This design comes from an exercise in tuning for small area, a short achievable clock period and few clock cycles per item on the open sky130 flow, not from production work. RTL that was checked went through simulation tests only; none was proved equivalent to the original. No functional check of the RTL was part of runs 2 to 4. No activity file was given, so power comes from the tool's default toggle rates.

## design/flow/flow/run.sh

```bash
#!/bin/bash
# The standard layout (standard.sh) with two changes:
#  - every input and output port gets a sky130_fd_sc_hd__buf_1 buffer instead of
#    the resizer's default choice (buffer_ports -buffer_cell);
#  - synthesis maps the combinational logic with its own ABC scripts: the module
#    chi_bf_f (the Blowfish F function and the words formed from it, on the
#    critical path) with flow/abc_f.script, a delay-oriented "map" script, and
#    the top module with flow/abc_top.script, an area-recovering "&nf" script.
#    Apart from those two abc calls the synthesis is ORFS's synth.tcl and
#    the standard flow's synth_recipe.tcl unchanged, so the registers are the standard
#    synthesis's.
set -euo pipefail
here=$(pwd)
export BUFFER_PORTS_ARGS="-buffer_cell sky130_fd_sc_hd__buf_1"

# synth_f.tcl: ORFS synth.tcl with the abc call split per module
python3 - "$FLOW_HOME/scripts/synth.tcl" "$here/synth_f.tcl" \
    "$here/flow/abc_f.script" "$here/flow/abc_top.script" > make_synth.log 2>&1 <<'PY'
import sys
s = open(sys.argv[1]).read()
a = "  log_cmd abc {*}$abc_args\n"
assert s.count(a) == 1
s = s.replace(a, "  set abc_args_f [lreplace $abc_args 1 1 " + sys.argv[3] + "]\n"
                 "  log_cmd abc {*}$abc_args_f chi_bf_f\n"
                 "  set abc_args_t [lreplace $abc_args 1 1 " + sys.argv[4] + "]\n"
                 "  log_cmd abc {*}$abc_args_t chi_bf\n")
open(sys.argv[2], "w").write(s)
PY
# my_synth.tcl: synth_recipe.tcl sourcing synth_f.tcl
python3 - "$here/synth_recipe.tcl" "$here/my_synth.tcl" "$here/synth_f.tcl" \
    >> make_synth.log 2>&1 <<'PY'
import sys
s = open(sys.argv[1]).read()
a = "source $::env(SCRIPTS_DIR)/synth.tcl"
assert s.count(a) == 1
s = s.replace(a, "source " + sys.argv[3])
open(sys.argv[2], "w").write(s)
PY
bash standard.sh SYNTH_SCRIPT="$here/my_synth.tcl" finish > standard.log 2>&1
```

## design/flow/flow/abc_f.script

```
strash
dch
map -B 0.5
topo
stime -c
buffer -c
upsize -c
dnsize -c
```

## design/flow/flow/abc_top.script

```
&get -n
&st
&syn2
&dch
&nf -R 1000
&put
topo
stime -c
buffer -c
upsize -c -D 8000
dnsize -c -D 8000
```

## design/flow/standard.sh

```bash
#!/bin/bash
# synth_recipe.tcl (not shown) runs the flow's synth.tcl, then flattens the netlist and writes it again
# the make line also repeats each setting of config.mk as NAME=value (left out here)
make -C /OpenROAD-flow-scripts/flow DESIGN_CONFIG=/design/flow/config.mk WORK_HOME=/design/flow/orfs CLKGATE_MAP_FILE= SYNTH_SCRIPT=/design/flow/synth_recipe.tcl "${@:-finish}"
```

## design/flow/config.mk

```make
export PLATFORM = sky130hd
export DESIGN_NAME = chi_bf
export DESIGN_NICKNAME = chi_bf
export VERILOG_FILES = /design/flow/design.v
export SDC_FILE = /design/flow/constraint.sdc
export NUM_CORES = 4
export LEC_CHECK = 0
export CAP_MARGIN = 20
export CORE_MARGIN = 2
export CORE_UTILIZATION = 52
export CTS_BUF_LIST = sky130_fd_sc_hd__clkbuf_4
export SETUP_SLACK_MARGIN = 3.5
export SLEW_MARGIN = 20
export SYNTH_HIERARCHICAL = 1
```

## design/flow/constraint.sdc

```tcl
create_clock -name core_clock -period 12.0 [get_ports {clk}]
set_input_delay 2.4000 -clock core_clock [delete_from_list [all_inputs] [get_ports {clk}]]
set_output_delay 2.4000 -clock core_clock [all_outputs]
set_load 0.01 [all_outputs]
```

## design/flow/design.v

```verilog
module chi_bf (
    input  wire         clk,
    input  wire         rst,           
    input  wire         cmd_valid,
    output wire         cmd_ready,
    input  wire         cmd_setup,     
    input  wire         cmd_dec,       
    input  wire [447:0] cmd_key,       
    input  wire [5:0]   cmd_keylen,    
    input  wire [63:0]  cmd_block,     
    output wire         out_valid,
    output wire [63:0]  out_block,
    output wire [31:0]  sb_raddr,      
    input  wire [127:0] sb_rdata,      
    output wire         sb_init,       
    output wire         sb_we,
    output wire [1:0]   sb_wtab,
    output wire [6:0]   sb_widx,       
    output wire [63:0]  sb_wdata       
);
    function [7:0] p_init_byte;
        input       isb;
        input [3:0] i;
        input [1:0] j;
        begin
            case ({isb, i, j})
                7'b0_0000_00: p_init_byte = 8'h85;
                7'b0_0000_01: p_init_byte = 8'hA3;
                7'b0_0000_10: p_init_byte = 8'h08;
                7'b0_0000_11: p_init_byte = 8'hD3;
                7'b0_0001_00: p_init_byte = 8'h13;
                7'b0_0001_01: p_init_byte = 8'h19;
                7'b0_0001_10: p_init_byte = 8'h8A;
                7'b0_0001_11: p_init_byte = 8'h2E;
                7'b0_0010_00: p_init_byte = 8'h03;
                7'b0_0010_01: p_init_byte = 8'h70;
                7'b0_0010_10: p_init_byte = 8'h73;
                7'b0_0010_11: p_init_byte = 8'h44;
                7'b0_0011_00: p_init_byte = 8'hA4;
                7'b0_0011_01: p_init_byte = 8'h09;
                7'b0_0011_10: p_init_byte = 8'h38;
                7'b0_0011_11: p_init_byte = 8'h22;
                7'b0_0100_00: p_init_byte = 8'h29;
                7'b0_0100_01: p_init_byte = 8'h9F;
                7'b0_0100_10: p_init_byte = 8'h31;
                7'b0_0100_11: p_init_byte = 8'hD0;
                7'b0_0101_00: p_init_byte = 8'h08;
                7'b0_0101_01: p_init_byte = 8'h2E;
                7'b0_0101_10: p_init_byte = 8'hFA;
                7'b0_0101_11: p_init_byte = 8'h98;
                7'b0_0110_00: p_init_byte = 8'hEC;
                7'b0_0110_01: p_init_byte = 8'h4E;
                7'b0_0110_10: p_init_byte = 8'h6C;
                7'b0_0110_11: p_init_byte = 8'h89;
                7'b0_0111_00: p_init_byte = 8'h45;
                7'b0_0111_01: p_init_byte = 8'h28;
                7'b0_0111_10: p_init_byte = 8'h21;
                7'b0_0111_11: p_init_byte = 8'hE6;
                7'b0_1000_00: p_init_byte = 8'h38;
                7'b0_1000_01: p_init_byte = 8'hD0;
                7'b0_1000_10: p_init_byte = 8'h13;
                7'b0_1000_11: p_init_byte = 8'h77;
                7'b0_1001_00: p_init_byte = 8'hBE;
                7'b0_1001_01: p_init_byte = 8'h54;
                7'b0_1001_10: p_init_byte = 8'h66;
                7'b0_1001_11: p_init_byte = 8'hCF;
                7'b0_1010_00: p_init_byte = 8'h34;
                7'b0_1010_01: p_init_byte = 8'hE9;
                7'b0_1010_10: p_init_byte = 8'h0C;
                7'b0_1010_11: p_init_byte = 8'h6C;
                7'b0_1011_00: p_init_byte = 8'hC0;
                7'b0_1011_01: p_init_byte = 8'hAC;
                7'b0_1011_10: p_init_byte = 8'h29;
                7'b0_1011_11: p_init_byte = 8'hB7;
                7'b0_1100_00: p_init_byte = 8'hC9;
                7'b0_1100_01: p_init_byte = 8'h7C;
                7'b0_1100_10: p_init_byte = 8'h50;
                7'b0_1100_11: p_init_byte = 8'hDD;
                7'b0_1101_00: p_init_byte = 8'h3F;
                7'b0_1101_01: p_init_byte = 8'h84;
                7'b0_1101_10: p_init_byte = 8'hD5;
                7'b0_1101_11: p_init_byte = 8'hB5;
                7'b0_1110_00: p_init_byte = 8'hB5;
                7'b0_1110_01: p_init_byte = 8'h47;
                7'b0_1110_10: p_init_byte = 8'h09;
                7'b0_1110_11: p_init_byte = 8'h17;
                7'b0_1111_00: p_init_byte = 8'h92;
                7'b0_1111_01: p_init_byte = 8'h16;
                7'b0_1111_10: p_init_byte = 8'hD5;
                7'b0_1111_11: p_init_byte = 8'hD9;
                7'b1_0000_00: p_init_byte = 8'h89;
                7'b1_0000_01: p_init_byte = 8'h79;
                7'b1_0000_10: p_init_byte = 8'hFB;
                7'b1_0000_11: p_init_byte = 8'h1B;
                7'b1_0001_00: p_init_byte = 8'h89;
                7'b1_0001_01: p_init_byte = 8'h79;
                7'b1_0001_10: p_init_byte = 8'hFB;
                7'b1_0001_11: p_init_byte = 8'h1B;
                7'b1_0010_00: p_init_byte = 8'h89;
                7'b1_0010_01: p_init_byte = 8'h79;
                7'b1_0010_10: p_init_byte = 8'hFB;
                7'b1_0010_11: p_init_byte = 8'h1B;
                7'b1_0011_00: p_init_byte = 8'h89;
                7'b1_0011_01: p_init_byte = 8'h79;
                7'b1_0011_10: p_init_byte = 8'hFB;
                7'b1_0011_11: p_init_byte = 8'h1B;
                7'b1_0100_00: p_init_byte = 8'h89;
                7'b1_0100_01: p_init_byte = 8'h79;
                7'b1_0100_10: p_init_byte = 8'hFB;
                7'b1_0100_11: p_init_byte = 8'h1B;
                7'b1_0101_00: p_init_byte = 8'h89;
                7'b1_0101_01: p_init_byte = 8'h79;
                7'b1_0101_10: p_init_byte = 8'hFB;
                7'b1_0101_11: p_init_byte = 8'h1B;
                7'b1_0110_00: p_init_byte = 8'h89;
                7'b1_0110_01: p_init_byte = 8'h79;
                7'b1_0110_10: p_init_byte = 8'hFB;
                7'b1_0110_11: p_init_byte = 8'h1B;
                7'b1_0111_00: p_init_byte = 8'h89;
                7'b1_0111_01: p_init_byte = 8'h79;
                7'b1_0111_10: p_init_byte = 8'hFB;
                7'b1_0111_11: p_init_byte = 8'h1B;
                7'b1_1000_00: p_init_byte = 8'h24;
                7'b1_1000_01: p_init_byte = 8'h3F;
                7'b1_1000_10: p_init_byte = 8'h6A;
                7'b1_1000_11: p_init_byte = 8'h88;
                7'b1_1001_00: p_init_byte = 8'h24;
                7'b1_1001_01: p_init_byte = 8'h3F;
                7'b1_1001_10: p_init_byte = 8'h6A;
                7'b1_1001_11: p_init_byte = 8'h88;
                7'b1_1010_00: p_init_byte = 8'h24;
                7'b1_1010_01: p_init_byte = 8'h3F;
                7'b1_1010_10: p_init_byte = 8'h6A;
                7'b1_1010_11: p_init_byte = 8'h88;
                7'b1_1011_00: p_init_byte = 8'h24;
                7'b1_1011_01: p_init_byte = 8'h3F;
                7'b1_1011_10: p_init_byte = 8'h6A;
                7'b1_1011_11: p_init_byte = 8'h88;
                7'b1_1100_00: p_init_byte = 8'h24;
                7'b1_1100_01: p_init_byte = 8'h3F;
                7'b1_1100_10: p_init_byte = 8'h6A;
                7'b1_1100_11: p_init_byte = 8'h88;
                7'b1_1101_00: p_init_byte = 8'h24;
                7'b1_1101_01: p_init_byte = 8'h3F;
                7'b1_1101_10: p_init_byte = 8'h6A;
                7'b1_1101_11: p_init_byte = 8'h88;
                7'b1_1110_00: p_init_byte = 8'h24;
                7'b1_1110_01: p_init_byte = 8'h3F;
                7'b1_1110_10: p_init_byte = 8'h6A;
                7'b1_1110_11: p_init_byte = 8'h88;
                7'b1_1111_00: p_init_byte = 8'h24;
                7'b1_1111_01: p_init_byte = 8'h3F;
                7'b1_1111_10: p_init_byte = 8'h6A;
                default: p_init_byte = 8'h88;
            endcase
        end
    endfunction
    function [5:0] kstep;
        input [5:0] v;
        input [5:0] n;
        reg   [6:0] s;
        begin
            s = {1'b0, v} + 7'd4;
            kstep = (s >= {1'b0, n}) ? (s - {1'b0, n}) : s[5:0];
        end
    endfunction
    localparam [2:0] M_IDLE = 3'd0,
                     M_KEY  = 3'd1,
                     M_BLK  = 3'd2,
                     M_SCH  = 3'd3,
                     M_WB   = 3'd4;
    reg [3:0]   ph;          
    reg [511:0] ring;        
    reg [31:0]  pa, pb;      
    reg [31:0]  x;           
    reg [31:0]  r;
    reg         dec;
    reg [2:0]   mode;
    reg         stall;       
    reg [9:0]   ks;          
    reg [2:0]   kc;          
    reg [5:0]   kidx;        
    reg         pend;        
    reg         pend_setup;  
    reg         we_last;     
    wire c15 = (ph == 4'd15);
    wire c0  = (ph == 4'd0);
    wire [31:0] s0 = sb_rdata[31:0];
    wire [31:0] s1 = sb_rdata[63:32];
    wire [31:0] s2 = sb_rdata[95:64];
    wire [31:0] s3 = sb_rdata[127:96];
    reg [31:0] rkey;
    integer    di;
    always @(*) begin
        rkey = ring[31:0] & {32{!dec}};
        for (di = 0; di < 8; di = di + 1)
            rkey = rkey | (ring[32*(15-2*di) +: 32] & {32{dec && ph[2:0] == di[2:0]}});
    end
    wire [31:0] rk   = r ^ rkey;
    wire [31:0] fx;                                   
    wire [31:0] lw   = x ^ (dec ? pb : pa);           
    wire busy     = (mode == M_BLK || mode == M_SCH) && !stall;
    wire sch_last = (mode == M_SCH) && (ks == 10'd511);
    wire free15   = c15 && (mode == M_IDLE || (!stall && (mode == M_BLK || sch_last)));
    wire key_done = (mode == M_KEY) && (kc == 3'd7) && c15;
    assign cmd_ready = (free15 && pend && !pend_setup) || key_done;
    wire acc_blk   = free15 && pend && !pend_setup && cmd_valid;
    wire start_key = free15 && pend && pend_setup;
    reg [7:0] xb;
    always @(*) begin
        case (ks[8:7])
            2'd0: xb = x[31:24];
            2'd1: xb = x[23:16];
            2'd2: xb = x[15:8];
            default: xb = x[7:0];
        endcase
    end
    wire hz = busy && c0 && we_last && (xb[7:1] == ks[6:0]);
    assign sb_we    = (mode == M_SCH) && !stall && c15 && !ks[9];
    assign sb_wtab  = ks[8:7];
    assign sb_widx  = ks[6:0];
    assign sb_wdata = {lw, fx};
    assign sb_init  = (mode == M_KEY) && (kc == 3'd0) && c0;
    assign out_valid = (mode == M_BLK) && !stall && c15;
    assign out_block = {lw, fx};
    wire sel_f = busy && !c15 && !hz;                 
    wire chain = busy && c15 && (mode == M_SCH) && !sch_last;
    reg [31:0] lsrc, kf;
    always @(*) begin
        if (mode == M_KEY)
            lsrc = 32'd0;
        else if (chain)
            lsrc = lw;
        else if (acc_blk)
            lsrc = cmd_block[63:32];
        else
            lsrc = r;            
        if (key_done || (chain && !ks[9]) || (mode == M_WB && c15) || (acc_blk && !cmd_dec))
            kf = pb;
        else if (acc_blk)
            kf = pa;
        else
            kf = 32'd0;
    end
    wire [31:0] nx;
    chi_bf_f u_f (.s0(s0), .s1(s1), .s2(s2), .s3(s3), .rk(rk), .alt(lsrc ^ kf),
                  .sel(sel_f), .fx(fx), .nx(nx));
    assign sb_raddr = {nx[7:0], nx[15:8], nx[23:16], nx[31:24]};
    wire [1:0]  lane = kc[2:1];
    wire [4:0]  kcl  = {kc[0], ph};
    wire        kpb  = (kcl == 5'd17) || (kcl == 5'd30);    
    reg  [7:0]  kb;                                    
    integer     bi;
    always @(*) begin
        kb = 8'd0;
        for (bi = 0; bi < 56; bi = bi + 1)
            kb = kb | (cmd_key[8*bi +: 8] & {8{kidx == bi[5:0]}});
    end
    wire [7:0]  nb   = kb ^ p_init_byte(kpb, ph, lane);
    wire [31:0] kbase = kpb ? pa : ring[31:0];
    wire [31:0] krep = {(lane == 2'd0) ? nb : kbase[31:24],
                        (lane == 2'd1) ? nb : kbase[23:16],
                        (lane == 2'd2) ? nb : kbase[15:8],
                        (lane == 2'd3) ? nb : kbase[7:0]};
    wire [4:0] kw = {1'b0, ph} + 5'd1;
    wire [3:0] kj = ks[3:0] + 4'd9;      
    reg        rwr, bwr;
    reg [31:0] wb;
    always @(*) begin
        rwr = 1'b0;
        bwr = 1'b0;
        wb  = krep;
        if (mode == M_KEY) begin
            rwr = (kcl[4] == 1'b0);
            bwr = kpb;
        end else if (mode == M_WB) begin
            if (kw[4:1] == kj) begin
                rwr = 1'b1;
                wb  = r;
            end
            if ((kj == 4'd0 && ph == 4'd2) || (kj == 4'd8 && ph == 4'd1)) begin
                bwr = 1'b1;
                wb  = x;
            end
        end
    end
    always @(posedge clk) begin
        ring <= {(rwr ? wb : ring[31:0]), ring[511:32]};
        pa   <= pb;
        pb   <= bwr ? wb : pa;
        x    <= nx;
        if (mode == M_KEY)
            r <= x;
        else if (chain)
            r <= fx;
        else if (acc_blk)
            r <= cmd_block[31:0];
        else
            r <= x;
        if (acc_blk)
            dec <= cmd_dec;
        else if (key_done)
            dec <= 1'b0;
        if (start_key)
            kidx <= kstep(6'd0, cmd_keylen);
        else if (mode == M_KEY) begin
            if (kcl == 5'd31)
                kidx <= kstep({4'd0, lane + 2'd1}, cmd_keylen);
            else if (kcl == 5'd18)
                kidx <= {4'd0, lane};
            else if (kcl[4] == 1'b0 || kcl == 5'd17)
                kidx <= kstep(kidx, cmd_keylen);
        end
        if (start_key)
            kc <= 3'd0;
        else if (c15)
            kc <= kc + 3'd1;
        if (key_done)
            ks <= 10'h3F7;
        else if ((mode == M_WB && c15) || (busy && c0 && we_last))
            ks <= ks + 10'd1;
        if (rst) begin
            ph         <= 4'd0;
            mode       <= M_IDLE;
            stall      <= 1'b0;
            pend       <= 1'b0;
            pend_setup <= 1'b0;
            we_last    <= 1'b0;
        end else begin
            ph         <= ph + 4'd1;
            pend       <= cmd_valid && !cmd_ready;
            pend_setup <= cmd_setup;
            we_last    <= sb_we;
            if (hz)
                stall <= 1'b1;
            else if (c15)
                stall <= 1'b0;
            if (key_done)
                mode <= M_SCH;
            else if (mode == M_WB && c15)
                mode <= M_SCH;
            else if (busy && c15 && mode == M_SCH && !sch_last)
                mode <= ks[9] ? M_WB : M_SCH;
            else if (free15)
                mode <= acc_blk ? M_BLK : (start_key ? M_KEY : M_IDLE);
        end
    end
endmodule
module chi_bf_f (
    input  wire [31:0] s0,
    input  wire [31:0] s1,
    input  wire [31:0] s2,
    input  wire [31:0] s3,
    input  wire [31:0] rk,
    input  wire [31:0] alt,
    input  wire        sel,
    output wire [31:0] fx,
    output wire [31:0] nx
);
    wire [31:0] f = ((s0 + s1) ^ s2) + s3;
    assign fx = f ^ rk;
    assign nx = (f & {32{sel}}) ^ (sel ? rk : alt);
endmodule
```

==> results.txt, run 1 <==
fillers 4558; largest net degree at the start of global routing 61; Yosys cell types 70; Mapped Area 29700 um2; worst-margin pin slew 1.41 ns; total wire length 171000 um; number of buffers inserted by port buffering 823; Synth Warn # 7; I/O pin count 824; clk root buf clkbuf_4; cts bufs inserted 153; DRT iter0 DRCs 7215; EDFF count, synth 7; H-tree depth 4; XOR/XNOR Fraction of Synth Area 7.11%; leak pwr 14.1 nW; compound-gate portion of the synthesized area 21.1%; commonest cells after routing, fill and taps aside buf_1, dfxtp_1, nor2_1; critical path arrival 6.06 ns; FF-to-FF Start kidx[2]; Post-Place Setup Slack 3.17 ns; hold_sp ring[90]; Final Skew 0.0632 ns; # rows 87; Post-Synth Adder-Cell Area 4.23%; leading cell type in the layout, fill and taps excluded buf_1; Inst Count DP 4752; largest family of logic cells by synthesized area compound AO/OA/AOI/OAI gates; vias post-DR 34500; Clock Tree Buf Depth 3; multi-input logic area 15300 um2; Final Hold Fails 0; P per Cell Area 185 nW/um2; Synth Flop Type dfxtp_1; Final Cycle Share 70.5%; Max IR drop VDD 162 uV; peak fanout along the critical path 6; syn_nets 4085; clock slew at reported path FFs 0.07 ns; min Tclk post-route 8.46 ns; drt first pass iters 14; RSZ-0062 raised after global routing true; Starting Density 52.7%; vias in the first global route 33400; Layout area overhead 21.1%; Core Box Area 56400 um2; Worst Setup Start Kind input pin; Avg Vias per Cell 6.81; Post-DRT Antenna Nets 0; fin nets 4924; # setup viols final 0; WP data required 9.60 ns; Reg area 13500 um2; GP Congestion 1.24; total die area 59000 um2; Fmax achieved 118 MHz; TNS Setup 0 ns; Syn Inst Count 3336; DRC 0; crit path kind input pin to primary output; Die H 243 um; crit path launch sb_rdata[0]; Non-Filler Instances 5071; Simple-Gate Fraction of Synth Area 14.6%; first-pass GRT wire length 235000 um; post-DP HPWL 126000 um; die width 243 um; WL per Instance 33.7 um; flop and latch count out of synthesis 671; outcome finished clean; clock latency on the worst-skew pair 1.00 ns; Final WS setup 3.54 ns; Global Route Usage Sum 55.4%; FFs w/ async S/R, synth 0%; CTS sink cnt 671; Hold Crit Class flop to flop; CP endpoint kind primary output; Rel. slew slack 5.47%; syn_area_per_cell 8.90 um2; grt total ovfl 0; final core occ 63.8%; fin. max-slew vios 0; maxcap violations 0; CTS tree yes; Final Power 0.00667 W; mux contribution to synthesized area 2.49%; initial antenna violation count 33; sequential area share after synthesis 45.5%; layout cell share with drive strength beyond 1 11.8%
==> layout make-up <==
cell class | instances | area share, %
multi-input cells | 2336 | 42.5
well taps | 756 | 2.63
inverters | 108 | 1.17
diodes | 28 | 0.195
clock buffers | 223 | 4.65
flip-flops and latches | 671 | 37.5
repair buffers | 905 | 10.5
clock inverters | 44 | 0.810
==> logic make-up (layout without fill, tap and decap cells) <==
logic type | Yosys count | in the layout
mux | 63 | 63
fa+ha+maj | 98 | 98
buf+inv | 329 | 1280
flops | 671 | 671
compound gates | 934 | 934
xor+xnor | 241 | 241
simple gates | 1000 | 1000
other cells | 0 | 28
==> what timing repair did <==
item | in CTS | in global routing
resized for setup | 39 | 108
pin swaps | 6 | 23
hold buffers | 0 | 0
endpoints found under the setup margin | 29 | 66
buffers inserted | 2 | 15
==> where the power goes <==
group	leakage (nW)	total, W	switching [W]	internal, W
sequential	5.52	0.00252	0.000190	0.00233
clock	1.17	0.00189	0.000961	0.000925
combinational	7.36	0.00226	0.00160	0.000659
==> cell usage after synthesis, types with 5 or more instances <==
cell      instances  area, um2
a211oi_1         11       82.6
a21o_1           10       75.1
a21oi_1         233       1170
a221oi_1         57        499
a222oi_1         30        300
a22o_1           47        412
a22oi_1         224       1680
a31oi_1          27        169
a32oi_1           9       78.8
and2_1            5       31.3
and3_1           12       75.1
buf_1            23       86.3
buf_4            73        548
clkbuf_1        124        465
dfxtp_1         664      13300
edfxtp_1          7        210
ha_1             94       1180
inv_1           105        394
mux2_2           18        203
mux2i_1          38        380
mux4_2            7        158
nand2_1         317       1190
nand2_2           7       43.8
nand2b_1          6       37.5
nand3_1         120        601
nand3b_1         10       75.1
nand4_1          54        338
nor2_1          406       1520
nor2b_1           6       37.5
nor3_1           17       85.1
nor4_1           14       87.6
o211ai_1          5       37.5
o21a_1            7       52.6
o21ai_0         136        681
o21ai_1           7       35.0
o21bai_1          7       52.6
o221ai_1         23        201
o22ai_1          70        438
or3_1             6       37.5
xnor2_1         122       1070
xor2_1          119       1040
==> metal layers <==
layer  share of wire, %  global-route usage [%]  vias up
li1                   -                       -    13700
met1                 31                    57.2    15900
met2                 40                    78.9     3638
met3                 16                    29.2     1253
met4                 13                    54.0       22
met5               0.22                    5.72        -
==> Yosys stat by module, one instance, submodules excluded <==
module,area (um2),cells inside
chi_bf,25000,2546
chi_bf_f,4700,790
==> registers in the layout, indices dropped and copies added, names as in the netlist, 3 cells and up <==
signal,cells
pa,32
kc,3
ph,4
ks,10
pb,32
r,32
ring,512
kidx,6
x,32
mode,3
==> worst paths after layout <==
path	to	slack, ns	cells past startpoint
max	sb_raddr[4]	3.54	24
min	ring[58]	0.31	0
max reg2reg	ring[496]	6.28	13
min reg2reg	ring[58]	0.31	0
==> critical path: stages <==
cell and delay [ns]:
buf_1 0.08, ha_2 0.19, inv_2 0.04, fa_2 0.36
nand3b_1 0.18, nand2_2 0.10, nand2_2 0.07, nand2_4 0.08
a21oi_4 0.06, o21ai_2 0.15, nand4_1 0.23, a31oi_1 0.25
nor2_2 0.07, ha_4 0.31, nand2_1 0.13, nor2_4 0.13
nand2_1 0.07, nor4_1 0.17, nand2_1 0.08, o211ai_1 0.14
xor2_2 0.11, buf_4 0.18, a21oi_2 0.24, clkbuf_2 0.21
==> metrics by stage <==
stage | hold slack (ns) | cell area (um2)
after floorplan | 0.310 | 29700
after global placement | 0.310 | 33100
after detailed placement | 0.312 | 33100
after CTS | 0.305 | 35300
after global routing | 0.295 | 35900
final | 0.312 | 36000
Testbench counts, summed over its fixed seeds: cycles 153,344, blocks 3,072.
==> run 2: changes to the inputs <==
--- a/design/flow/design.v
+++ b/design/flow/design.v
@@ -180,5 +180,4 @@
     reg [9:0]   ks;          
     reg [2:0]   kc;          
-    reg [5:0]   kidx;        
     reg         pend;        
     reg         pend_setup;  
@@ -250,4 +249,5 @@
     wire [4:0]  kcl  = {kc[0], ph};
     wire        kpb  = (kcl == 5'd17) || (kcl == 5'd30);    
+    wire [5:0]  kidx = ks[5:0];
     reg  [7:0]  kb;                                    
     integer     bi;
@@ -303,14 +303,4 @@
             dec <= 1'b0;
         if (start_key)
-            kidx <= kstep(6'd0, cmd_keylen);
-        else if (mode == M_KEY) begin
-            if (kcl == 5'd31)
-                kidx <= kstep({4'd0, lane + 2'd1}, cmd_keylen);
-            else if (kcl == 5'd18)
-                kidx <= {4'd0, lane};
-            else if (kcl[4] == 1'b0 || kcl == 5'd17)
-                kidx <= kstep(kidx, cmd_keylen);
-        end
-        if (start_key)
             kc <= 3'd0;
         else if (c15)
@@ -318,5 +308,14 @@
         if (key_done)
             ks <= 10'h3F7;
-        else if ((mode == M_WB && c15) || (busy && c0 && we_last))
+        else if (start_key)
+            ks[5:0] <= kstep(6'd0, cmd_keylen);
+        else if (mode == M_KEY) begin
+            if (kcl == 5'd31)
+                ks[5:0] <= kstep({4'd0, lane + 2'd1}, cmd_keylen);
+            else if (kcl == 5'd18)
+                ks[5:0] <= {4'd0, lane};
+            else if (kcl[4] == 1'b0 || kcl == 5'd17)
+                ks[5:0] <= kstep(kidx, cmd_keylen);
+        end else if ((mode == M_WB && c15) || (busy && c0 && we_last))
             ks <= ks + 10'd1;
         if (rst) begin
--- a/design/flow/config.mk
+++ b/design/flow/config.mk
@@ -8,5 +8,5 @@
 export CAP_MARGIN = 20
 export CORE_MARGIN = 2
-export CORE_UTILIZATION = 52
+export CORE_UTILIZATION = 48
 export CTS_BUF_LIST = sky130_fd_sc_hd__clkbuf_4
 export SETUP_SLACK_MARGIN = 3.5
==> run 2 against run 1 <==
Net effect:
- first-iteration DRC count is 19% lower
- sequential share of layout area is 0.89 points lower
- clock power is 4% higher
- register-to-register slack worse by 0.73 ns
- sequential power hardly changed
- clock-buffer cell count is 4 higher
- via count is 2.2% lower
- setup slack better by 0.026 ns
- critical endpoint is now out_block[25]
- largest power group is now combinational cells
==> results.txt, run 2 <==
CP endpoint kind primary output; first-pass GRT wire length 252000 um; worst-margin pin slew 1.39 ns; syn_nets 4118; layout cell share with drive strength beyond 1 12.8%; Critical Path Sink out_block[25]; clock slew at reported path FFs 0.08 ns; Fin Hold WS 0.267 ns; critical path arrival 6.03 ns; FFs w/ async S/R, synth 0%; syn_area_per_cell 8.77 um2; grt total ovfl 0; H-tree depth 4; Clock Tree Buf Depth 3; total die area 63500 um2; WP data required 9.60 ns; end of the worst register-to-register path ring[498]; Avg Vias per Cell 6.56; die width 252 um; Core Box Area 60600 um2; outcome finished clean; crit path kind input pin to primary output; drt first pass iters 12; leading cell type in the layout, fill and taps excluded buf_1; Hold Crit Class flop to flop; total wire length 188000 um; Yosys cell types 71; TNS Setup 0 ns; commonest cells after routing, fill and taps aside buf_1, dfxtp_1, nand2_1; fin nets 4962; maxcap violations 0; cts hold-fix bufs 0; fin. max-slew vios 0; # setup viols final 0; vias post-DR 33800; CTS tree yes; Max IR drop VDD 147 uV; max reg flops 512; Worst Setup Start Kind input pin; Non-Filler Cell Area, Final 36400 um2; I/O pin count 824; synth cell count leaders dfxtp_1, nand2_1, nor2_1; clock latency on the worst-skew pair 1.07 ns; Post-DRT Antenna Nets 0; leak pwr 14.1 nW; Post-Place Setup Slack 2.78 ns; Synth Flop Type dfxtp_1; Final Hold Fails 0; sequential area share after synthesis 45.1%; Global Route Usage Sum 58.5%; vias in the first global route 31200; EDFF count, synth 1; WL per Instance 36.5 um; Final Skew 0.135 ns; P per Cell Area 196 nW/um2; flop and latch count out of synthesis 665; Final Power 0.00712 W; number of buffers inserted by port buffering 823; Synth area leaders dfxtp_1, a22oi_1, nand2_1; Die H 252 um; Post-DP Area 33000 um2; Mapped Area 29500 um2; Biggest register ring; initial antenna violation count 45; crit path launch sb_rdata[0]; min Tclk post-route 8.43 ns; clk root buf clkbuf_4; Syn Inst Count 3368; top-area cell type share of the netlist area 45.0%; cts bufs inserted 161; Layout area overhead 23.2%; FF-to-FF Start ks[2]; Final Cycle Share 70.3%; post-DP HPWL 146000 um; DRC 0; largest net degree at the start of global routing 65; peak fanout along the critical path 5; Synth Warn # 7; RSZ-0062 raised after global routing true; Starting Density 48.7%; Final WS setup 3.57 ns; CTS sink cnt 665; DRT iter0 DRCs 5830; reg-to-reg setup timing slack 5.55 ns; Rel. slew slack 7.07%; most common cell in the netlist dfxtp_1; # rows 90; Reg2Reg Depth 15; Synth area leader dfxtp_1; GP Congestion 1.08; Fmax achieved 119 MHz
## run 2: cell types whose count changed after synthesis, sizes merged, moves of 20 or more
cell	delta
a222oi	+25
nand3	-20
nor2	-41
o21ai	+29
a221oi	-33
a22o	-22
nand2	+91
## run 2: where the power goes
group | leakage, nW | switching [W] | internal (W)
logic | 7.36 | 0.00194 | 0.000727
clock network | 1.25 | 0.000969 | 0.000993
registers | 5.48 | 0.000197 | 0.00230
total | 14.1 | 0.00310 | 0.00402
## run 2: worst min-delay path by stage
stage	start	end	slack [ns]	cells after the start
2_1_floorplan	ring[132]	ring[100]	0.31	0
3_3_place_gp	ring[93]	ring[61]	0.31	0
3_5_place_dp	ring[213]	ring[181]	0.31	0
4_1_cts	ring[281]	ring[249]	0.27	0
5_1_grt	ring[281]	ring[249]	0.26	0
6_report	ring[281]	ring[249]	0.27	0
## run 2: worst max-delay path, cell delays in order
cell      delay [ns]
buf_12          0.11
ha_2            0.17
inv_1           0.05
fa_2            0.35
nand3b_1        0.17
nand2_2         0.09
nand2_1         0.07
nand2_2         0.08
a21oi_2         0.07
o21ai_2         0.17
nand4_1         0.16
a31oi_2         0.23
nor2_4          0.08
ha_4            0.32
buf_4           0.14
nand2_2         0.09
nor4_4          0.35
nand3_1         0.14
nand3_1         0.19
xor2_2          0.23
inv_2           0.16
buf_1           0.16
## run 2: routing by layer
layer  part of all wire [%]  global-route usage [%]
met5                   0.24                    4.56
met1                     33                    60.8
met4                     12                    55.8
met3                     17                    39.7
met2                     38                    76.9
## run 2: cell type report
type | count | area, um2
fill | 5393 | 24200
tap | 782 | 978
timing repair buffer | 901 | 3790
clock inverter | 55 | 408
inverter | 108 | 420
sequential | 665 | 13300
antenna | 40 | 100
clock buffer | 227 | 1700
multi-input combinational | 2375 | 15600
## run 2: cell families after synthesis
| group | after synthesis | synth area share, % |
|---|---|---|
| simple gates | 1051 | 15.3 |
| fa+ha+maj | 99 | 4.30 |
| xor+xnor | 240 | 7.12 |
| flops | 665 | 45.1 |
| compound gates | 941 | 21.2 |
| mux | 44 | 1.79 |
| buf+inv | 328 | 5.10 |
## run 2: through the flow
step / utilization [%] / instances
after global routing: 59.9 / 5126
after global placement: 54.4 / 4805
after floorplan: - / 3368
after detailed placement: 54.4 / 4805
final: 60.0 / 5153
after CTS: 58.4 / 5092
## run 2: what timing repair did
| action | 4_1_cts | 5_1_grt |
|---|---|---|
| endpoints found under the hold margin | 0 | 0 |
| resized for setup | 76 | 138 |
| endpoints found under the setup margin | 78 | 72 |
| setup buffers | 5 | 14 |
| pin swaps | 13 | 33 |
## run 2: per-module statistics from Yosys, one instance, submodules excluded
module,times used,area (um2),flops+latches
chi_bf_f,1,4700,0
chi_bf,1,24800,665
==> run 3: changes to the inputs <==
--- a/design/flow/config.mk
+++ b/design/flow/config.mk
@@ -10,5 +10,5 @@
 export CORE_UTILIZATION = 48
 export CTS_BUF_LIST = sky130_fd_sc_hd__clkbuf_4
-export SETUP_SLACK_MARGIN = 3.5
+export SETUP_SLACK_MARGIN = 3.0
 export SLEW_MARGIN = 20
 export SYNTH_HIERARCHICAL = 1
==> run 3 against run 2 <==
Net effect:
- still clean on timing, DRC and antenna
- setup slack worse by 0.44 ns
- sequential cell count stayed put
- via count is 0.99% lower
- maximum frequency is 5.0% lower
- utilization is 1.6 points lower
- clock-buffer cell count stayed put
- hold slack hardly changed
- die area stayed put
- combinational power is 5% lower
- global-route usage is 0.089 points lower
- synthesized cell count stayed put
==> results.txt, run 3 <==
GP Congestion 1.08; # setup viols final 0; Worst Setup Start Kind input pin; FFs w/ async S/R, synth 0%; layout cell share with drive strength beyond 1 9.39%; P per Cell Area 197 nW/um2; leak pwr 13.8 nW; grt total ovfl 0; Layout area overhead 19.9%; post-DP HPWL 146000 um; Final Hold Fails 0; DRC 0; syn_area_per_cell 8.77 um2; peak fanout along the critical path 4; Max IR drop VDD 131 uV; Fin Hold WS 0.267 ns; Clock Tree Buf Depth 3; largest net degree at the start of global routing 65; first-pass GRT wire length 252000 um; TNS Setup 0 ns; Die H 252 um; Rel. slew slack 12.3%; outcome finished clean; number of buffers inserted by port buffering 823; I/O pin count 824; initial antenna violation count 53; clock latency on the worst-skew pair 1.08 ns; DRT iter0 DRCs 5448; busiest grt layer met2; flop and latch count out of synthesis 665; Syn Inst Count 3368; WP data required 9.60 ns; Core Box Area 60600 um2; syn_nets 4118; Fmax achieved 113 MHz; total wire length 188000 um; CTS tree yes; final core occ 58.4%; die width 252 um; synth cell count leaders dfxtp_1, nand2_1, nor2_1; vias post-DR 33400; min Tclk post-route 8.87 ns; Synth Warn # 7; Mapped Area 29500 um2; RSZ-0062 raised after global routing true; sequential area share after synthesis 45.1%; most common cell in the netlist dfxtp_1; Synth area leader dfxtp_1; Global Route Usage Sum 58.4%; CP endpoint kind primary output; EDFF count, synth 1; Final Skew 0.121 ns; CTS sink cnt 665; clk root buf clkbuf_4; vias in the first global route 31200; Post-DRT Antenna Nets 0; fin. max-slew vios 0; worst hold stages 0; total die area 63500 um2; cts hold-fix bufs 0; H-tree depth 4; commonest cells after routing, fill and taps aside buf_1, dfxtp_1, nand2_1; crit path kind input pin to primary output; Reg2Reg Depth 15; Synth Flop Type dfxtp_1; global-route track usage on met2 76.5%; global-route track usage on met1 60.4%; leading cell type in the layout, fill and taps excluded buf_1; Starting Density 48.7%; drt first pass iters 12; WL per Instance 36.7 um; clock slew at reported path FFs 0.07 ns; cts bufs inserted 161; critical path arrival 6.47 ns; worst-margin pin slew 1.31 ns; maxcap violations 0; # rows 90; Hold Crit Class flop to flop; Avg Vias per Cell 6.52; fin nets 4944; Yosys cell types 71; Final Cycle Share 74.0%; met3 Use GR 40.7%; Biggest register ring; Synth area leaders dfxtp_1, a22oi_1, nand2_1; max reg flops 512; top-area cell type share of the netlist area 45.0%
## run 3: cell count changes in the layout (fill, tap and decap cells not counted), moves of 13 or more
cell	delta
ha_1	+22
buf_1	+18
nand2_1	+17
a21oi_2	-22
xor2_2	-16
nand2_2	-14
ha_4	-13
xor2_1	+19
a21oi_1	+28
buf_4	-14
## run 3: what timing repair did
action | CTS | global route
buffers inserted | 0 | 3
pin swaps | 0 | 2
gates resized for setup | 2 | 31
setup endpoints to repair | 21 | 45
## run 3: logic make-up after synthesis
kind of cell	count (synthesis)	share of synthesized area, %
AOI/OAI and AO/OA	941	21.2
xor gates and xnor gates	240	7.12
adders and majority gates	99	4.30
buffers and inverters	328	5.10
DFF	665	45.1
muxes	44	1.79
and+or+nand+nor	1051	15.3
## run 3: path summary, 6_finish.rpt
check	startpoint	end	slack, ns
hold reg to reg	ring[347]	ring[315]	0.27
setup reg to reg	ks[2]	ring[498]	5.51
setup / recovery	sb_rdata[2]	sb_raddr[4]	3.13
hold / removal	ring[347]	ring[315]	0.27
## run 3: cell type report
class,count,area [um2]
clock buffer,227,1700
clock inverter,55,408
inverter,108,417
sequential,665,13300
fill,5502,25200
antenna,34,85.1
timing repair buffer,883,3580
tap,782,978
multi-input combinational,2375,14900
## run 3: critical path: stages
cell	delay (ns)
buf_1	0.33
ha_1	0.36
nand3_1	0.13
nand3_2	0.11
nand2_1	0.09
nand2_2	0.10
a21oi_2	0.26
o21ai_2	0.14
a21oi_1	0.20
xor2_1	0.36
ha_1	0.33
a21oi_1	0.21
o21ai_0	0.15
a21oi_1	0.26
o211ai_1	0.16
xor2_1	0.20
a21oi_1	0.46
buf_1	0.21
## run 3: metrics by stage
stage | instances | total power [W] | setup WS [ns] | cell area [um2]
after floorplan | 3368 | 0.00370 | 4.27 | 29500
after global placement | 4805 | 0.00480 | 2.81 | 33000
after detailed placement | 4805 | 0.00480 | 2.78 | 33000
after CTS | 5087 | 0.00671 | 3.04 | 35100
after global routing | 5107 | 0.00708 | 2.99 | 35300
final | 5129 | 0.00698 | 3.13 | 35400
## run 3: where the power goes
group          total [W]  internal [W]  switching (W)
clock network    0.00196      0.000993       0.000971
logic            0.00253      0.000647        0.00188
registers        0.00249       0.00230       0.000195
## run 3: Yosys stat by module (local to each module, per instance)
module    flip-flops and latches  cell area [um2]  cells
chi_bf_f                       0             4700    790
chi_bf                       665            24800   2578
## run 3: per-layer routing
metal	wire, um	vias to the layer above
li1	-	13800
met1	61200	15600
met2	71800	3006
met3	31700	931
met4	23000	36
met5	386	-
==> run 4: changes to the inputs <==
--- a/design/flow/config.mk
+++ b/design/flow/config.mk
@@ -8,7 +8,7 @@
 export CAP_MARGIN = 20
 export CORE_MARGIN = 2
-export CORE_UTILIZATION = 48
+export CORE_UTILIZATION = 44
 export CTS_BUF_LIST = sky130_fd_sc_hd__clkbuf_4
-export SETUP_SLACK_MARGIN = 3.0
+export SETUP_SLACK_MARGIN = 3.5
 export SLEW_MARGIN = 20
 export SYNTH_HIERARCHICAL = 1
==> run 4 against run 3 <==
Net effect:
- combinational power rose by 5%
- clock-buffer cell count rose by 2
- first-iteration DRC count fell by 3.9%
- still clean on timing, DRC and antenna
- clock skew fell by 0.0080 ns
- routed wire length rose by 1.7%
- via count fell by 1.1%
- die area rose by 8.9%
- sequential cell count did not move
- maximum frequency rose by 4.0%
- power rose by 1.3%
==> results.txt, run 4 <==
outcome finished clean; TNS Setup 0 ns; # setup viols final 0; Starting Density 44.7%; synth cell count leaders dfxtp_1, nand2_1, nor2_1; total die area 69200 um2; crit path launch sb_rdata[22]; reg-to-reg setup timing slack 5.33 ns; mux contribution to synthesized area 1.79%; largest net degree at the start of global routing 65; commonest cells after routing, fill and taps aside buf_1, dfxtp_1, nand2_1; Final Cycle Share 71.1%; Reg2Reg Depth 14; Post-DRT Antenna Nets 0; worst-margin pin slew 1.35 ns; Fmax achieved 117 MHz; vias in the first global route 30400; RSZ-0062 raised after global routing true; Avg Vias per Cell 6.32; XOR/XNOR Fraction of Synth Area 7.12%; EDFF count, synth 1; WP data required 9.60 ns; Syn Inst Count 3368; Simple-Gate Fraction of Synth Area 15.3%; Global Route Usage Sum 53.4%; largest family of logic cells by synthesized area compound AO/OA/AOI/OAI gates; Synth area leader dfxtp_1; max reg flops 512; cell family with most CP delay simple AND/OR/NAND/NOR gates; peak fanout along the critical path 6; initial antenna violation count 45; Non-Filler Cell Area, Final 36000 um2; flop and latch count out of synthesis 665; fin. max-slew vios 0; clock slew at reported path FFs 0.06 ns; critical-path cell list buf_1 -> ha_1 -> nand2_1 -> nor2_1 -> nand2_1 -> nor4_1 -> nor2_2 -> xor2_1 -> ha_2 -> a21oi_1 -> o21ai_0 -> a21oi_1 -> o211ai_1 -> xor2_2 -> buf_4 -> a21oi_4 -> buf_6; final core occ 54.5%; I/O pin count 824; critical path depth 17; FF-to-FF Start ks[2]; Yosys cell types 71; leak pwr 14.0 nW; min Tclk post-route 8.53 ns; H-tree depth 4; CTS sink cnt 665; Post-DP Area 33200 um2; sequential area share after synthesis 45.1%; compound-gate portion of the synthesized area 21.2%; Synth Warn # 7; vias post-DR 33100; Core Box Area 66100 um2; most common cell in the netlist dfxtp_1; DRC 0; CP endpoint kind primary output; crit path kind input pin to primary output; P per Cell Area 196 nW/um2; DRT iter0 DRCs 5237; Final Skew 0.113 ns; Die H 263 um; number of buffers inserted by port buffering 823; layout cell share with drive strength beyond 1 11.4%; # rows 94; leading cell type in the layout, fill and taps excluded buf_1; Post-Synth Adder-Cell Area 4.30%; cts hold-fix bufs 0; Critical Path Sink sb_raddr[4]; FFs w/ async S/R, synth 0%; drt first pass iters 7; end of the worst register-to-register path pb[18]; Biggest register ring; Mapped Area 29500 um2; Final WS setup 3.47 ns; Synth area leaders dfxtp_1, a22oi_1, nand2_1; cts bufs inserted 163; Hold Crit Class flop to flop; WL per Instance 36.5 um; first-pass GRT wire length 253000 um; Rel. slew slack 9.64%; top-area cell type share of the netlist area 45.0%; Synth Flop Type dfxtp_1; die width 263 um; syn_area_per_cell 8.77 um2; clock latency on the worst-skew pair 1.08 ns; Clock Tree Buf Depth 3; GP Congestion 1.08; critical path buffer and inverter count 3; CTS tree yes; post-DP HPWL 148000 um; fin nets 4969; Crit-path slowest cell ha_1; slowest stage delay, CP 0.46 ns; Post-Place Setup Slack 3.13 ns; fillers 6548; maxcap violations 0; Worst Setup Start Kind input pin; grt total ovfl 0; Layout area overhead 22.1%; Max IR drop VDD 134 uV; syn_nets 4118; Final Hold Fails 0; total wire length 191000 um; critical path arrival 6.13 ns; clk root buf clkbuf_4
run 4: changes by cell type in the layout (fill, tap and decap cells not counted), sizes merged:
| cell | previous run | this run |
|---|---|---|
| buf | 873 | 894 |
| clkinv | 43 | 55 |
| diode | 34 | 22 |
| inv | 112 | 107 |
| clkinvlp | 3 | 7 |
| clkbuf | 237 | 240 |
| bufinv | 5 | 3 |
| nand3 | 102 | 103 |
run 4: repair_timing:
| item | 4_1_cts | 5_1_grt |
|---|---|---|
| cloned | 1 | 0 |
| resized for setup | 50 | 89 |
| pin swaps | 7 | 15 |
| setup endpoints to repair | 46 | 70 |
| setup buffers | 2 | 4 |
run 4: power breakdown:
| group | switching [W] | internal [W] |
|---|---|---|
| Clock | 0.000967 | 0.000958 |
| Combinational | 0.00196 | 0.000708 |
| Sequential | 0.000184 | 0.00230 |
| Total | 0.00311 | 0.00396 |
run 4: area by class of cell:
class                           instances  area [um2]  share of cell area [%]
Antenna cell                           22        55.1                   0.153
Clock buffer                          229        1720                    4.77
Sequential cell                       665       13300                    37.0
Tap cell                              864        1080                    3.00
Timing Repair Buffer                  905        3770                    10.4
Inverter                              108         420                    1.17
Clock inverter                         64         394                    1.09
Multi-Input combinational cell       2376       15300                    42.4
run 4: per-layer routing:
metal  track usage [%]  part of all wire, %  vias to the layer above  wire length (um)
li1                  -                    -                    13900                 -
met1              59.6                   34                    15600             65100
met2              74.2                   39                     2849             75500
met3              23.6                   14                      754             26700
met4              53.5                   12                       40             23600
met5                 0                 0.15                        -               284
run 4: cells by family after synthesis:
family	Yosys count
buffers and inverters	328
AO/OA/AOI/OAI	941
XOR/XNOR	240
AND/OR/NAND/NOR	1051
multiplexers	44
adder cells (fa/ha/maj)	99
flip-flops	665
run 4: stage by stage:
stage	power, W	hold slack, ns	std cells
floorplan	0.00370	0.310	3368
detailed placement	0.00489	0.312	4905
CTS	0.00682	0.266	5201
finish	0.00707	0.259	5233
global route	0.00717	0.275	5224
global placement	0.00491	0.310	4905
run 4: worst min-delay path by stage:
stage / from / end / slack (ns) / cells past startpoint
floorplan: ring[132] / ring[100] / 0.31 / 0
global placement: ring[158] / ring[126] / 0.31 / 0
detailed placement: ring[213] / ring[181] / 0.31 / 0
CTS: ring[384] / ring[352] / 0.27 / 0
global route: ring[384] / ring[352] / 0.27 / 0
finish: ring[384] / ring[352] / 0.26 / 0
run 4: worst register-to-register path, stage by stage, from the launching register on:
cell and delay, ns:
dfxtp_1 0.64, inv_1 0.24, ha_1 0.58, nand2_1 0.34, nor2_1 0.27, a22oi_1 0.27
nand4_1 0.32, a2111oi_1 1.22, nand4_1 0.47, nor4_1 0.52, xor2_1 0.99, nand2_1 0.16
nand3_1 0.15, o221ai_1 0.16, a21oi_1 0.19
run 4: modules after synthesis (local to each module, per instance):
module | flops+latches | times used | cell area (um2) | cells inside
chi_bf_f | 0 | 1 | 4700 | 790
chi_bf | 665 | 1 | 24800 | 2578

re-timing with driven ports:
The flow's constraints put no driver on any port. The routed layouts listed below were extracted and timed again, unchanged, in two steps.
Step 1 assumes that a clkbuf_16 drives the clock port and a buf_2 every other input.
Step 2, shift: input delay + t, output delay - t, t = (earliest + latest rising clock arrival at the registers) / 2. This alone moves slack from input paths to output paths.
Slacks: ideal / step 1 / step 2; pairs: ideal / step 1.
run | t, ns | setup WS [ns] | latest minus earliest clock arrival (ns) | pins driven straight from the clock port
run 1 | 1.034 | 3.543 / 3.514 / 3.514 | 0.081 / 0.081 | 1
run 2 | 1.066 | 3.570 / 3.403 / 3.403 | 0.143 / 0.142 | 1
run 3 | 1.074 | 3.126 / 2.988 / 2.988 | 0.127 / 0.127 | 1
run 4 | 1.089 | 3.467 / 3.447 / 3.447 | 0.113 / 0.113 | 1
After both steps every run listed still meets setup and hold. For run 2, which loses most, drivers alone change the setup slack by -0.167 ns; drivers and shift together by -0.167 ns.
